What follows belongs to an exercise in optimizing a design on an open flow for a short achievable clock period; a production flow would make more cautious choices. Power figures rest on the tool's default switching activity, not on a simulated workload.

// imu_frame_decoder
module imu_frame_decoder (
    input  wire        clk,
    input  wire        rst,         
    input  wire        in_valid,
    input  wire [7:0]  in_byte,
    input  wire [31:0] now,
    output reg  [1:0]  fstate,
    output wire [31:0] acc_x,
    output wire [31:0] acc_y,
    output wire [31:0] acc_z,
    output wire [31:0] gyro_x,
    output wire [31:0] gyro_y,
    output wire [31:0] gyro_z,
    output wire [31:0] angle_x,
    output wire [31:0] angle_y,
    output wire [31:0] angle_z,
    output wire [31:0] mag_x,
    output wire [31:0] mag_y,
    output wire [31:0] mag_z,
    output reg  [31:0] temp,
    output reg  [15:0] version,
    output reg  [31:0] ts,
    output reg         valid,
    output reg  [31:0] wd_last
);
    localparam [1:0] S_IDLE        = 2'd0;
    localparam [1:0] S_RECEIVING   = 2'd1;
    localparam [1:0] S_FRAME_READY = 2'd2;
    localparam [1:0] S_FRAME_ERROR = 2'd3;
    localparam [7:0] HDR       = 8'h55;
    localparam [7:0] TAG_ACC   = 8'h51;
    localparam [7:0] TAG_GYRO  = 8'h52;
    localparam [7:0] TAG_ANGLE = 8'h53;
    localparam [7:0] TAG_MAG   = 8'h54;
    reg [31:8] acc_x_r;
    reg [31:8] acc_y_r;
    reg [31:8] acc_z_r;
    reg [31:8] mag_x_r;
    reg [31:8] mag_y_r;
    reg [31:8] mag_z_r;
    reg [31:2] gyro_x_r;
    reg [31:2] gyro_y_r;
    reg [31:2] gyro_z_r;
    reg [31:3] angle_x_r;
    reg [31:3] angle_y_r;
    reg [31:3] angle_z_r;
    assign acc_x = {acc_x_r, 8'd0};
    assign acc_y = {acc_y_r, 8'd0};
    assign acc_z = {acc_z_r, 8'd0};
    assign mag_x = {mag_x_r, 8'd0};
    assign mag_y = {mag_y_r, 8'd0};
    assign mag_z = {mag_z_r, 8'd0};
    assign gyro_x = {gyro_x_r, 2'd0};
    assign gyro_y = {gyro_y_r, 2'd0};
    assign gyro_z = {gyro_z_r, 2'd0};
    assign angle_x = {angle_x_r, 3'd0};
    assign angle_y = {angle_y_r, 3'd0};
    assign angle_z = {angle_z_r, 3'd0};
    reg [7:0] fb1, fb2, fb3, fb4, fb5, fb6, fb7, fb8, fb9;
    reg [10:1] cur;
    wire recv = (fstate == S_RECEIVING);
    reg  [7:0] s8;
    always @(posedge clk)
        s8 <= HDR + fb1 + fb2 + fb3 + fb4 + fb5 + fb6 + fb7 + fb8;
    wire [7:0] csum = s8 + fb9;
    wire [15:0] raw0 = {fb3, fb2};
    wire [15:0] raw1 = {fb5, fb4};
    wire [15:0] raw2 = {fb7, fb6};
    wire [15:0] raw3 = {fb9, fb8};
    wire [31:0] acc0_f, acc1_f, acc2_f;
  ...
Settings: LEC_CHECK=0, CAP_MARGIN=40, CORE_MARGIN=2, CORE_UTILIZATION=60, CTS_CLUSTER_DIAMETER=120, CTS_CLUSTER_SIZE=24, SLEW_MARGIN=40, SYNTH_HIERARCHICAL=1; clock period 70.0 ns.
standard.sh (not shown) runs the stock make flow with config.mk's settings and CLKGATE_MAP_FILE= SYNTH_SCRIPT=/design/flow/synth_recipe.tcl, a recipe that flattens the netlist after the stock synthesis.
==> flow/flow/run.sh <==
#!/bin/bash
# Standard layout (the standard.sh, standard synthesis unchanged), with:
#  - the resizer's setup repair aiming at a larger slack, so it keeps
#    improving paths that already meet the clock,
#  - resizing not held to the same cell footprint,
#  - port buffers of a plain buffer cell instead of a delay cell,
#  - after placement, each output buffer moved next to its register.
set -euo pipefail
ARGS=(SETUP_SLACK_MARGIN=56 MATCH_CELL_FOOTPRINT=0 "BUFFER_PORTS_ARGS=-buffer_cell sky130_fd_sc_hd__buf_4")
bash standard.sh "${ARGS[@]}" place > standard_place.log 2>&1
PLACE_ODB=$(find "$PWD/orfs/results" -name 3_place.odb | head -1)
export PLACE_ODB
openroad -no_init -exit flow/move_obuf.tcl > move_obuf.log 2>&1
bash standard.sh "${ARGS[@]}" finish > standard.log 2>&1
==> flow/flow/move_obuf.tcl <==
# Put each output port's buffer next to the register that drives it, so the
# register drives only a short wire and the buffer drives the long one to the
# pin; then legalize the placement again.
set odb $::env(PLACE_ODB)
read_db $odb
set block [ord::get_db_block]
set moved 0
foreach bt [$block getBTerms] {
  if {[$bt getIoType] ne "OUTPUT"} continue
  set net [$bt getNet]
  if {$net eq "NULL"} continue
  set buf ""
  foreach it [$net getITerms] { if {[$it isOutputSignal]} { set buf [$it getInst] } }
  if {$buf eq ""} continue
  set in ""
  foreach it [$buf getITerms] { if {[$it isInputSignal]} { set in [$it getNet] } }
  if {$in eq "" || $in eq "NULL"} continue
  set ff ""
  foreach it [$in getITerms] { if {[$it isOutputSignal]} { set ff [$it getInst] } }
  if {$ff eq ""} continue
  if {![string match "*df*" [[$ff getMaster] getName]]} continue
  set l [$ff getLocation]
  $buf setLocation [expr {[lindex $l 0] + [[$ff getMaster] getWidth]}] [lindex $l 1]
  $buf setPlacementStatus PLACED
  incr moved
}
puts "moved $moved output buffers"
detailed_placement
check_placement -verbose
write_db $odb
Rerun with:
Settings changed: CTS_BUF_LIST set to sky130_fd_sc_hd__clkbuf_8 sky130_fd_sc_hd__clkbuf_16.
What happened:
- global-route usage is about the same
- cell count stays flat
- synthesized cell count is unchanged
- clock skew came out lower by 0.0084 ns
- combinational power came out higher by a few percent
- worst setup slack got worse by 0.15 ns
Function was not checked in any run of this note: the RTL went through the layout flow alone.

-- afterwards: timing with drivers on the ports --
Ports are ideal in the flow. The routed layouts listed here were re-timed in OpenROAD.
Step 1 sets driving cells, clkbuf_16 on the clock port and buf_2 on the other inputs (assumed; they add their load-dependent delay and slew).
Step 2, shift: input delay + t, output delay - t, t = (earliest + latest rising clock arrival at the registers) / 2. This alone moves slack from input paths to output paths.
a / b / c = ideal ports / drivers / drivers and shift; a / b = the first two.
run | t (ns) | setup slack, ns | clock arrival spread, ns | pins driven straight from the clock port
the first run | 0.797 | 54.727 / 54.548 / 53.751 | 0.076 / 0.076 | 1
the second run | 0.788 | 54.573 / 54.470 / 53.681 | 0.062 / 0.063 | 1
After both steps every run listed still meets setup and hold. For the first run, which loses most, drivers alone change the setup slack by -0.179 ns; drivers and shift together by -0.976 ns.
